Background: an optimization exercise with open tools, aiming at small area, a short achievable clock period and few clock cycles. Do not read the settings as production practice.
Only simulation tests tie the RTL to the original design; equivalence was not proved.
Power and IR drop assume default switching activity.

--- design/flow/run.sh ---
#!/bin/bash
# synth_recipe.tcl (not shown) runs the flow's synth.tcl, then flattens the netlist and writes it again
# the make line also repeats each setting of config.mk as NAME=value (left out here)
make -C /OpenROAD-flow-scripts/flow DESIGN_CONFIG=/design/flow/config.mk WORK_HOME=/design/flow/orfs CLKGATE_MAP_FILE= SYNTH_SCRIPT=/design/flow/synth_recipe.tcl finish
--- design/flow/config.mk ---
export PLATFORM = sky130hd
export DESIGN_NAME = flash_prog
export DESIGN_NICKNAME = flash_prog
export VERILOG_FILES = /design/flow/design.v
export SDC_FILE = /design/flow/constraint.sdc
export NUM_CORES = 4
export LEC_CHECK = 0
export CAP_MARGIN = 20
export CORE_MARGIN = 2
export CORE_UTILIZATION = 40
export SLEW_MARGIN = 20
--- design/flow/constraint.sdc ---
create_clock -name core_clock -period 8.0 [get_ports {clk}]
set_input_delay 1.6000 -clock core_clock [delete_from_list [all_inputs] [get_ports {clk}]]
set_output_delay 1.6000 -clock core_clock [all_outputs]
set_load 0.01 [all_outputs]
--- design/flow/design.v ---
module flash_seq (
    input      [4:0]  state,
    input             op_id,       
    input             family_b,    
    input      [3:0]  mask,
    input      [7:0]  cmd_byte,    
    input      [1:0]  boot_idx,    
    input      [21:0] a,           
    input      [31:0] word,        
    input             hold,        
    output reg        bus_req,
    output reg        bus_we,
    output reg [20:0] bus_addr,
    output reg [31:0] bus_wdata
);
    localparam S_IDLE  = 5'd0,  S_MASK  = 5'd1,  S_FLD   = 5'd2,  S_PEV   = 5'd3,
               S_LEV   = 5'd4,  S_WCTRL = 5'd5,  S_RACK  = 5'd6,  S_RD    = 5'd7,
               S_UL1   = 5'd8,  S_UL2   = 5'd9,  S_CMD   = 5'd10, S_SECT  = 5'd11,
               S_BOOT  = 5'd12, S_IDM   = 5'd13, S_IDD   = 5'd14, S_IDX   = 5'd15,
               S_IDH2  = 5'd16, S_A0    = 5'd17, S_DATA  = 5'd18, S_POLL0 = 5'd19,
               S_POLL  = 5'd20, S_VER   = 5'd21, S_BEX1  = 5'd22, S_BEX2  = 5'd23,
               S_PWAIT = 5'd24, S_FIN   = 5'd25, S_HAND  = 5'd26;
    wire [20:0] ua1 = family_b ? 21'h0AAAAA : 21'h155555;
    wire [20:0] ua2 = family_b ? 21'h155555 : 21'h0AAAAA;
    wire [3:0]  m   = mask | {4{op_id}};
    wire [31:0] lm  = {{8{m[3]}}, {8{m[2]}}, {8{m[1]}}, {8{m[0]}}};
    reg [20:0] boot_addr;
    always @(*) begin
        case (boot_idx)
            2'd0:    boot_addr = 21'h004000;
            2'd1:    boot_addr = 21'h006000;
            default: boot_addr = 21'h008000;
        endcase
    end
    always @(*) begin
        bus_req = 1'b1;
        bus_we  = 1'b1;
        bus_addr = 21'd0;
        bus_wdata = 32'd0;
        case (state)
            S_UL1:   begin bus_addr = ua1; bus_wdata = {4{8'hAA}} & lm; end
            S_UL2:   begin bus_addr = ua2; bus_wdata = {4{8'h55}} & lm; end
            S_CMD:   begin bus_addr = ua1; bus_wdata = {4{cmd_byte}} & lm; end
            S_SECT:  begin bus_addr = a[20:0]; bus_wdata = {4{8'h30}} & lm; end
            S_BOOT:  begin bus_addr = boot_addr; bus_wdata = {4{8'h30}} & lm; end
            S_IDM:   begin bus_req = !hold; bus_we = 1'b0; end
            S_IDD:   begin bus_req = !hold; bus_we = 1'b0; bus_addr = family_b ? 21'd2 : 21'd1; end
            S_IDX:   begin bus_wdata = {4{8'hF0}}; end
            S_A0:    begin bus_wdata = {4{8'hA0}} & lm; end
            S_DATA:  begin bus_addr = a[20:0]; bus_wdata = word & lm; end
            S_POLL0: begin bus_req = !hold; bus_we = 1'b0; end
            S_POLL:  begin bus_we = 1'b0; end
            S_VER:   begin bus_we = 1'b0; bus_addr = a[20:0]; end
            S_RD:    begin bus_req = !hold; bus_we = 1'b0; bus_addr = a[20:0]; end
            S_BEX1:  begin bus_wdata = {4{8'h90}} & lm; end
            S_BEX2:  begin bus_wdata = 32'd0; end
            default: begin bus_req = 1'b0; bus_we = 1'b0; end
        endcase
    end
endmodule
module flash_prog (
    input             clk,
    input             rst,
    input      [7:0]  rx_data,
    input             rx_valid,
    output            rx_ready,
    output reg [7:0]  tx_data,
    output reg        tx_valid,
    input             tx_ready,
    output            bus_req,
    output            bus_we,
    output     [20:0] bus_addr,
    output     [31:0] bus_wdata,
    input             bus_ack,
    input      [31:0] bus_rdata,
    output            handed_off
);
    localparam S_IDLE  = 5'd0,  S_MASK  = 5'd1,  S_FLD   = 5'd2,  S_PEV   = 5'd3,
               S_LEV   = 5'd4,  S_WCTRL = 5'd5,  S_RACK  = 5'd6,  S_RD    = 5'd7,
               S_UL1   = 5'd8,  S_UL2   = 5'd9,  S_CMD   = 5'd10, S_SECT  = 5'd11,
               S_BOOT  = 5'd12, S_IDM   = 5'd13, S_IDD   = 5'd14, S_IDX   = 5'd15,
               S_IDH2  = 5'd16, S_A0    = 5'd17, S_DATA  = 5'd18, S_POLL0 = 5'd19,
               S_POLL  = 5'd20, S_VER   = 5'd21, S_BEX1  = 5'd22, S_BEX2  = 5'd23,
               S_PWAIT = 5'd24, S_FIN   = 5'd25, S_HAND  = 5'd26;
    localparam O_ID = 3'd0, O_CE = 3'd1, O_ER = 3'd2, O_WR = 3'd3, O_RD = 3'd4;
    reg [4:0]  state;
    reg [2:0]  op;
    reg        second;      
    reg        pb;          
    reg        fld_len;     
    reg        family_b;
    reg [3:0]  chip_mask;
    reg        verify_en;
    reg [21:0] a;
    reg        phi;         
    reg        plo;         
    reg [13:0] C;
    reg [31:0] N;
    reg [2:0]  nb;          
    reg [31:0] W;
    reg [31:0] P;
    reg [2:0]  bcnt;
    reg [3:0]  fail;
    wire hold = (bcnt != 3'd0);
    reg [7:0] cmd_byte;
    always @(*) begin
        case (op)
            O_ID:    cmd_byte = 8'h90;
            O_CE:    cmd_byte = second ? 8'h10 : 8'h80;
            O_ER:    cmd_byte = 8'h80;
            default: cmd_byte = pb ? 8'h20 : 8'hA0;
        endcase
    end
    flash_seq u_seq (
        .state(state), .op_id(op == O_ID), .family_b(family_b), .mask(chip_mask),
        .cmd_byte(cmd_byte), .boot_idx(nb[1:0]), .a(a), .word(W), .hold(hold),
        .bus_req(bus_req), .bus_we(bus_we), .bus_addr(bus_addr), .bus_wdata(bus_wdata)
    );
    wire bus_hs = bus_req && bus_ack;
    wire in_word = (state == S_UL1) || (state == S_UL2) || (state == S_CMD) ||
                   (state == S_A0) || (state == S_DATA) || (state == S_POLL0) ||
                   (state == S_POLL) || (state == S_VER);
    wire intake  = (nb != 3'd4) &&
                   ((state == S_PWAIT) || (op == O_WR && in_word && a[7:0] != 8'hFF));
    assign rx_ready = (!hold && (state == S_IDLE || state == S_MASK ||
                                 state == S_WCTRL || state == S_RACK)) ||
                      (state == S_FLD) || intake;
    wire rx_take = rx_valid && rx_ready;
    assign handed_off = (state == S_HAND);
    wire [7:0] f0 = N[31:24], f1 = N[23:16], f2 = N[15:8], f3 = N[7:0];
    wire [13:0] len_k = {f2, f1[7:2]};                  
    wire [14:0] S     = {1'b0, a[21:8]} + {1'b0, len_k};
    wire        len_hi = (f3 != 8'd0);
    wire        rd_refuse = ({f3, f2, f1, f0} == 32'd0) || (f1[1:0] != 2'd0) ||
                            (f0 != 8'd0) || plo || (a[7:0] != 8'd0) || phi ||
                            len_hi || (S > 15'h2000);
    wire        er_refuse = plo || (a[15:0] != 16'd0) || phi || len_hi ||
                            (f2[1:0] != 2'd0) || (f1 != 8'd0) || (f0 != 8'd0) ||
                            (S > (family_b ? 15'h2000 : 15'h0800));
    wire [9:0] sect = family_b ? {4'd0, C[13:8]} : C[13:4];
    wire [13:0] sect_dec = family_b ? 14'h0100 : 14'h0010;
    wire [3:0] lane_diff;
    assign lane_diff[0] = bus_rdata[7:0]   != W[7:0];
    assign lane_diff[1] = bus_rdata[15:8]  != W[15:8];
    assign lane_diff[2] = bus_rdata[23:16] != W[23:16];
    assign lane_diff[3] = bus_rdata[31:24] != W[31:24];
    reg        push;
    reg [2:0]  push_n;
    reg [31:0] push_w;
    wire slotfree = !tx_valid || tx_ready;
    wire last_word = (a[7:0] == 8'hFF);
    wire [4:0] word_first = family_b ? S_A0 : S_UL1;
    always @(*) begin
        push   = 1'b0;
        push_n = 3'd1;
        push_w = 32'd0;
        case (state)
            S_IDLE: if (rx_take) begin
                push = (rx_data != 8'h05);
                if (rx_data == 8'h01 || rx_data == 8'h07) begin
                    push_n = 3'd2; push_w = 32'h00010000;
                end else if (rx_data == 8'h03 || rx_data == 8'h0A || rx_data >= 8'h13)
                    push_w = 32'h02000000;
            end
            S_MASK: if (rx_take) begin
                push = 1'b1;
                push_w = (rx_data[7:4] == 4'd0) ? 32'h00000000 : 32'h01000000;
            end
            S_PEV: if (!hold && op != O_ER) begin
                push = 1'b1;
                push_w = (op == O_WR && (f1[1:0] != 2'd0 || f0 != 8'd0)) ? 32'h01000000 : 32'h00000000;
            end
            S_LEV: if (!hold) begin
                push = 1'b1;
                push_w = ((op == O_RD) ? rd_refuse : er_refuse) ? 32'h01000000 : 32'h00000000;
            end
            S_WCTRL: if (rx_take) begin
                case (rx_data)
                    8'h00: begin push = 1'b1; push_w = (a[21] || phi) ? 32'h01000000 : 32'h0; end
                    8'h01: push = 1'b1;
                    8'h02: begin push = 1'b1; push_w = 32'h02000000; end
                    default: ;
                endcase
            end
            S_RACK: if (rx_take) begin
                if (rx_data == 8'h00) begin
                    push = 1'b1; push_w = (C == 14'd1) ? 32'h03000000 : 32'h02000000;
                end else if (rx_data == 8'h01) begin
                    push = 1'b1; push_w = 32'h04000000;
                end
            end
            S_RD: if (bus_hs) begin
                push = 1'b1; push_n = 3'd4; push_w = bus_rdata;
            end
            S_IDD: if (bus_hs) begin
                push = 1'b1; push_n = 3'd4;
                push_w = {P[31:24], bus_rdata[31:24], P[23:16], bus_rdata[23:16]};
            end
            S_IDH2: if (!hold) begin
                push = 1'b1; push_n = 3'd4; push_w = W;
            end
            S_FIN: if (!hold) begin
                push = 1'b1;
                case (op)
                    O_ER:    push_w = 32'h02000000;
                    O_WR:    push_w = {(fail != 4'd0), 3'd0, fail[0], fail[1], fail[2], fail[3], 24'd0};
                    default: push_w = 32'h0;
                endcase
            end
            default: ;
        endcase
    end
    always @(posedge clk) begin
        if (slotfree) begin
            if (hold) begin
                tx_valid <= 1'b1;
                tx_data  <= P[31:24];
                P        <= {P[23:0], 8'h00};
                bcnt     <= bcnt - 3'd1;
            end else if (push) begin
                tx_valid <= 1'b1;
                tx_data  <= push_w[31:24];
                P        <= {push_w[23:0], 8'h00};
                bcnt     <= push_n - 3'd1;
            end else begin
                tx_valid <= 1'b0;
            end
        end else if (push) begin
            P    <= push_w;
            bcnt <= push_n;
        end
        if (rx_take && (state == S_FLD || intake)) begin
            N  <= {N[23:0], rx_data};
            nb <= nb + 3'd1;
        end
        case (state)
            S_IDLE: if (rx_take) begin
                nb      <= 3'd0;
                fld_len <= 1'b0;
                a       <= 22'd0;
                phi     <= 1'b0;
                plo     <= 1'b0;
                case (rx_data)
                    8'h02: begin op <= O_ID; state <= S_UL1; end
                    8'h04: begin op <= O_RD; fld_len <= 1'b1; state <= S_FLD; end
                    8'h05: begin op <= O_CE; second <= 1'b0; state <= S_UL1; end
                    8'h06: begin op <= O_WR; state <= S_WCTRL; end
                    8'h08: state <= S_HAND;
                    8'h0B: family_b <= 1'b0;
                    8'h0C: family_b <= 1'b1;
                    8'h0D: verify_en <= 1'b1;
                    8'h0E: verify_en <= 1'b0;
                    8'h0F: begin op <= O_ER; state <= S_FLD; end
                    8'h10: begin op <= O_WR; state <= S_FLD; end
                    8'h11: begin op <= O_RD; state <= S_FLD; end
                    8'h12: state <= S_MASK;
                    default: ;
                endcase
            end
            S_MASK: if (rx_take) begin
                if (rx_data[7:4] == 4'd0) chip_mask <= rx_data[3:0];
                state <= S_IDLE;
            end
            S_FLD: if (rx_take && nb == 3'd3)
                state <= fld_len ? S_LEV : S_PEV;
            S_PEV: if (!hold || op == O_ER) begin
                a       <= {f2, f1, f0[7:2]};
                phi     <= (f3 != 8'd0);
                plo     <= (f0[1:0] != 2'd0);
                nb      <= 3'd0;
                fld_len <= 1'b1;
                if (op == O_WR)
                    state <= (f1[1:0] != 2'd0 || f0 != 8'd0) ? S_IDLE : S_WCTRL;
                else
                    state <= S_FLD;
            end
            S_LEV: if (!hold) begin
                nb     <= 3'd0;
                C      <= len_k;
                second <= 1'b0;
                if (op == O_RD)
                    state <= rd_refuse ? S_IDLE : S_RD;
                else if (er_refuse)
                    state <= S_IDLE;
                else if (!family_b && f2[7:6] == 2'd0 && f1[7:6] == 2'd0 && f2[5:0] == 6'd0)
                    state <= S_FIN;                       
                else
                    state <= S_UL1;
            end
            S_RD: if (bus_hs) begin
                a <= a + 22'd1;
                if (last_word) state <= S_RACK;
            end
            S_RACK: if (rx_take) begin
                if (rx_data == 8'h00) begin
                    C <= C - 14'd1;
                    state <= (C == 14'd1) ? S_IDLE : S_RD;
                end else if (rx_data == 8'h01) begin
                    state <= S_IDLE;
                end
            end
            S_WCTRL: if (rx_take) begin
                case (rx_data)
                    8'h00: begin
                        nb   <= 3'd0;
                        fail <= 4'd0;
                        pb   <= 1'b1;
                        if (a[21] || phi) state <= S_IDLE;
                        else state <= family_b ? S_UL1 : S_PWAIT;
                    end
                    8'h01, 8'h02: state <= S_IDLE;
                    default: ;
                endcase
            end
            S_PWAIT: if (nb == 3'd4) begin
                W     <= N;
                nb    <= 3'd0;
                pb    <= 1'b0;
                state <= word_first;
            end
            S_A0:   if (bus_hs) state <= S_DATA;
            S_DATA: if (bus_hs) state <= S_POLL0;
            S_VER:  if (bus_hs) begin
                fail <= fail | (lane_diff & chip_mask);
                a    <= a + 22'd1;
                if (last_word) state <= family_b ? S_BEX1 : S_FIN;
                else if (nb == 3'd4) begin
                    W <= N; nb <= 3'd0; state <= word_first;
                end else state <= S_PWAIT;
            end
            S_BEX1: if (bus_hs) state <= S_BEX2;
            S_BEX2: if (bus_hs) state <= S_FIN;
            S_UL1: if (bus_hs) state <= S_UL2;
            S_UL2: if (bus_hs) begin
                if (op == O_ER && second)
                    state <= (sect == 10'd0) ? S_POLL0 : S_SECT;
                else
                    state <= S_CMD;
            end
            S_CMD: if (bus_hs) begin
                case (op)
                    O_ID: state <= S_IDM;
                    O_CE, O_ER: begin
                        second <= 1'b1;
                        state  <= second ? S_POLL0 : S_UL1;
                    end
                    default: begin
                        if (pb) state <= S_PWAIT;
                        else    state <= S_DATA;
                    end
                endcase
            end
            S_SECT: if (bus_hs) begin
                if (!family_b) begin
                    state <= S_POLL0;
                end else if (a == 22'd0) begin
                    nb    <= 3'd0;
                    state <= S_BOOT;
                end else begin
                    a     <= a + 22'h010000;
                    C     <= C - 14'h0100;
                    state <= (sect == 10'd1) ? S_POLL0 : S_SECT;
                end
            end
            S_BOOT: if (bus_hs) begin
                nb <= nb + 3'd1;
                if (nb[1:0] == 2'd2) begin
                    a     <= a + 22'h010000;
                    C     <= C - 14'h0100;
                    state <= (sect == 10'd1) ? S_POLL0 : S_SECT;
                end
            end
            S_IDM: if (bus_hs) begin
                P     <= bus_rdata;
                state <= S_IDD;
            end
            S_IDD: if (bus_hs) begin
                W     <= {P[15:8], bus_rdata[15:8], P[7:0], bus_rdata[7:0]};
                state <= S_IDX;
            end
            S_IDX:  if (bus_hs) state <= S_IDH2;
            S_IDH2: if (!hold) state <= S_FIN;
            S_POLL0: if (bus_hs) begin
                P     <= bus_rdata;
                state <= S_POLL;
            end
            S_POLL: if (bus_hs) begin
                P <= bus_rdata;
                if (bus_rdata == P) begin
                    case (op)
                        O_ER: if (!family_b) begin
                            a      <= a + 22'h001000;
                            C      <= C - 14'h0010;
                            second <= 1'b0;
                            state  <= (sect == 10'd1) ? S_FIN : S_UL1;
                        end else begin
                            state <= S_FIN;
                        end
                        O_WR: if (verify_en) state <= S_VER;
                        else begin
                            a <= a + 22'd1;
                            if (last_word) state <= family_b ? S_BEX1 : S_FIN;
                            else if (nb == 3'd4) begin
                                W <= N; nb <= 3'd0; state <= word_first;
                            end else state <= S_PWAIT;
                        end
                        default: state <= S_FIN;
                    endcase
                end
            end
            S_FIN: if (!hold) begin
                if (op == O_WR && fail == 4'd0) state <= S_WCTRL;
                else state <= S_IDLE;
            end
            S_HAND: ;
            default: state <= S_IDLE;
        endcase
        if (rst) begin
            state     <= S_IDLE;
            family_b  <= 1'b0;
            chip_mask <= 4'hF;
            verify_en <= 1'b0;
            tx_valid  <= 1'b0;
            bcnt      <= 3'd0;
        end
    end
endmodule
==> metrics.md <==
| Metric | Value |
|---|---|
| Largest net degree at the start of global routing | 46 |
| Final nets | 1826 |
| Vias in the first global route | 13300 |
| Critical path required time | 6.40 ns |
| DP HPWL | 43100 um |
| Std cell rows | 66 |
| Share of the yosys chip area belonging to registers | 34.8% |
| CTS Root Buffer Type | clkbuf_16 |
| Worst Path Max Fanout | 45 |
| Setup violators final | 0 |
| Die Y | 186 um |
| Initial DRT Pass Iterations | 8 |
| Worst skew pair latency | 0.46 ns |
| Worst Max-Slew Pin Slew | 1.01 ns |
| Routed wire length | 58500 um |
| Max Root-Sink Buffers | 2 |
| R2R setup slack | 3.54 ns |
| IO Pins | 111 |
| Crit Path Class | register to output port |
| Hold crit path type | register to register |
| CTS Sinks | 170 |
| Worst setup EP type | output port |
| CTS tree | done |
| Clk pin slew, worst setup/hold paths | 0.07 ns |
| Post-synth EDFFs | 120 |
| YS warnings | 2 |
| R2R Path End | tx_data[0]$_DFFE_PP_ |
| Outcome | timing/DRC/antenna clean |
| Most frequent cells in the layout | nand2_1, a21oi_1, o21ai_0 |
| Grt ovf | 0 |
| Core area | 32500 um^2 |
| Hold path cells | 0 |
| Via density per instance | 6.53 |
| Setup TNS | 0 ns |
| Fraction of final layout cells sized beyond drive strength 1 | 5.85% |
| Setup Fix Bufs, Post-CTS | 0 |
| First-pass GRT wire length | 86000 um |
| Min-Delay Endpoint | N[8]$_DFFE_PN_ |
| PostCTS Resize Cnt | 0 |
| Final Hold Fails | 0 |
| Peak VDD IR | 0.153 mV |
| Top FF cell, synth | edfxtp_1 |
| Final period utilization | 68.3% |
| PortBufs | 110 |
| Max_cap viols | 0 |
| Syn Nets | 1762 |
| Post-route worst setup slack | 2.54 ns |
| Die width | 186 um |
| Commonest non-fill, non-tap cell in the layout | nand2_1 |
| Initial antenna violation count | 0 |
| Final GP Congestion | 1.01 |
| Asr flop ratio synth | 0% |
| Slew margin rel. | 32.4% |
| Leakage | 5.73 nW |
| Reg2reg path depth | 15 |
| CTS Buf Count | 17 |
| Worst hold start | N[0]$_DFFE_PN_ |
| Max-slew violations | 0 |
| Number of diodes | 0 |
| Crit path DAT | 3.86 ns |
| Setup Skew | 0.0193 ns |
| Syn_area_per_cell | 7.85 um^2 |
| Hold_buf cts | 0 |
| Total GRT Usage | 33.6% |
| Initial Utilization | 40.6% |
| DRT iter0 DRCs | 2362 |
| RR Startpoint | N[9]$_DFFE_PN_ |
| Drt drc | 0 |
| Synthesized area | 13200 um^2 |
| PD cells | 273 nW/um^2 |
| Wire length per cell | 26.6 um |
| Detail Route Antenna Nets | 0 |
| Startpoint types | register |
| Via count | 14400 |
| Placement Setup Slack | 2.50 ns |
| Fmax | 183 MHz |
| Synth cell types | 87 |
| Area Growth Syn to Fin | 16.3% |
| RSZ-0062 raised after global routing | false |
| H-tree levels | 4 |
| Gate Count Post-Synth | 1684 |
| Seq cells post-synth | 170 |
| Time the worst path needs with I/O delays and setup | 5.46 ns |
| Die ar. | 34500 um^2 |
## power breakdown
group          switching, mW  leakage, nW  internal, mW
registers              0.269         1.54          1.18
clock network          0.406        0.290         0.444
logic                   1.19         3.90         0.709
## worst max-delay path by stage
stage,slack (ns),endpoint,from,depth (start not counted)
6_report,2.54,bus_wdata[5],state[2]$_SDFFE_PP0P_,9
5_1_grt,2.28,bus_wdata[5],state[2]$_SDFFE_PP0P_,9
4_1_cts,2.56,bus_wdata[5],state[2]$_SDFFE_PP0P_,9
3_5_place_dp,2.50,C[12]$_DFFE_PP_,rx_data[4],8
3_3_place_gp,2.81,tx_data[6]$_DFFE_PP_,rx_data[4],8
2_1_floorplan,2.79,W[0]$_DFFE_PP_,bus_ack,6
## cell usage after synthesis (9+ instances only)
master	instances	share of area, %
nand2_1	300	8.5
a21oi_1	175	6.6
o21ai_0	142	5.4
edfxtp_1	120	27
nor2_1	116	3.3
xor2_1	72	4.8
clkbuf_1	65	1.8
dfxtp_1	50	7.6
inv_1	45	1.3
nor4_1	40	1.9
nand3_1	39	1.5
nor3_1	37	1.4
a22oi_1	32	1.8
ha_1	32	3.0
a21o_1	25	1.4
a22o_1	22	1.5
buf_2	20	0.76
nand2b_1	20	0.95
a31oi_1	19	0.90
nand4_1	19	0.90
xnor2_1	19	1.3
and3_1	17	0.80
o21ai_1	15	0.57
and2_1	14	0.66
a211oi_1	13	0.74
nor2b_1	12	0.57
o22ai_1	12	0.57
a221o_1	10	0.76
buf_1	10	0.28
or3_1	10	0.47
or2_2	9	0.43
## cell families (layout without fill, tap and decap cells)
logic type | count (synthesis) | after routing | synth area share [%]
DFF | 170 | 170 | 34.8
and+or+nand+nor | 676 | 676 | 24.1
muxes | 6 | 6 | 0.464
buffers and inverters | 144 | 221 | 4.35
AOI/OAI and AO/OA | 563 | 563 | 27.0
adders and majority gates | 34 | 34 | 3.26
xor gates and xnor gates | 91 | 91 | 6.03
## critical path, stage by stage, from the launching register on
cell and delay (ns):
dfxtp_1 0.31, buf_4 0.39, inv_1 0.42, nor3_1 0.84, nor2_1 0.11, buf_4 0.24, o21ai_0 0.24, a21oi_1 0.08
o21ai_0 0.19, clkdlybuf4s50_1 0.57
## through the flow
step	total power [mW]	hold WS (ns)	area, um^2	utilization [%]	std cells
final	4.20	0.475	15400	47.2	2203
after global routing	4.41	0.494	15400	47.2	2203
after CTS	4.13	0.476	15300	47.1	2200
after detailed placement	3.29	0.460	14800	45.3	2168
after global placement	3.28	0.471	14700	45.3	2168
after floorplan	2.57	0.441	13200	-	1684
## metal layers
layer | vias to the layer above | share of wire (%) | wire (um) | global-route usage (%)
li1 | 6368 | - | - | -
met1 | 6857 | 43 | 24900 | 49.2
met2 | 1002 | 41 | 23900 | 46.8
met3 | 167 | 12 | 6860 | 7.53
met4 | 0 | 4.9 | 2860 | 15.1
met5 | - | 0 | 0 | 0
## registers in the layout (all words and copies together) (netlist names), 3 cells and up
name and flops:
C 14, nb 3, a 22, bcnt 3
op 3, W 32, N 32, state 5
chip_mask 4, tx_data 8, fail 4, P 32
## area by class of cell
class	count	area, um^2
Clock inverter	12	95.1
Timing Repair Buffer	143	1370
Tap cell	442	553
Multi-Input combinational cell	1370	8100
Inverter	46	173
Fill cell	3235	17200
Clock buffer	20	479
Sequential cell	170	4600
Testbench counts, summed over its fixed seeds: cycles 58,308.

[static timing again, ports no longer ideal]
The flow's constraints put no driver on any port. The routed layout listed below was extracted and timed again, unchanged, in two steps. Step 1 (the two cells are an assumption about what drives the block):
set clk [get_ports {clk}]
set_driving_cell -lib_cell sky130_fd_sc_hd__clkbuf_16 $clk
set_driving_cell -lib_cell sky130_fd_sc_hd__buf_2 [delete_from_list [all_inputs] $clk]
Step 2 times the ports against the registers' clock, not the clock port: input delays grow and output delays shrink by t, the midpoint of the rising clock arrivals with the driver on. Slacks: ideal ports / drivers / drivers and shift; pairs: ideal ports / drivers.
t (ns): 0.498
slack for setup (ns): 2.536 / 2.488 / 2.444
worst hold slack (ns): 0.475 / 0.475 / 0.475
clock arrival spread, ns: 0.019 / 0.019
cell pins on the clock port's net: 1
After both steps this run still meets setup and hold. The setup slack of this run moves by -0.048 ns with the drivers and by -0.092 ns with both steps.
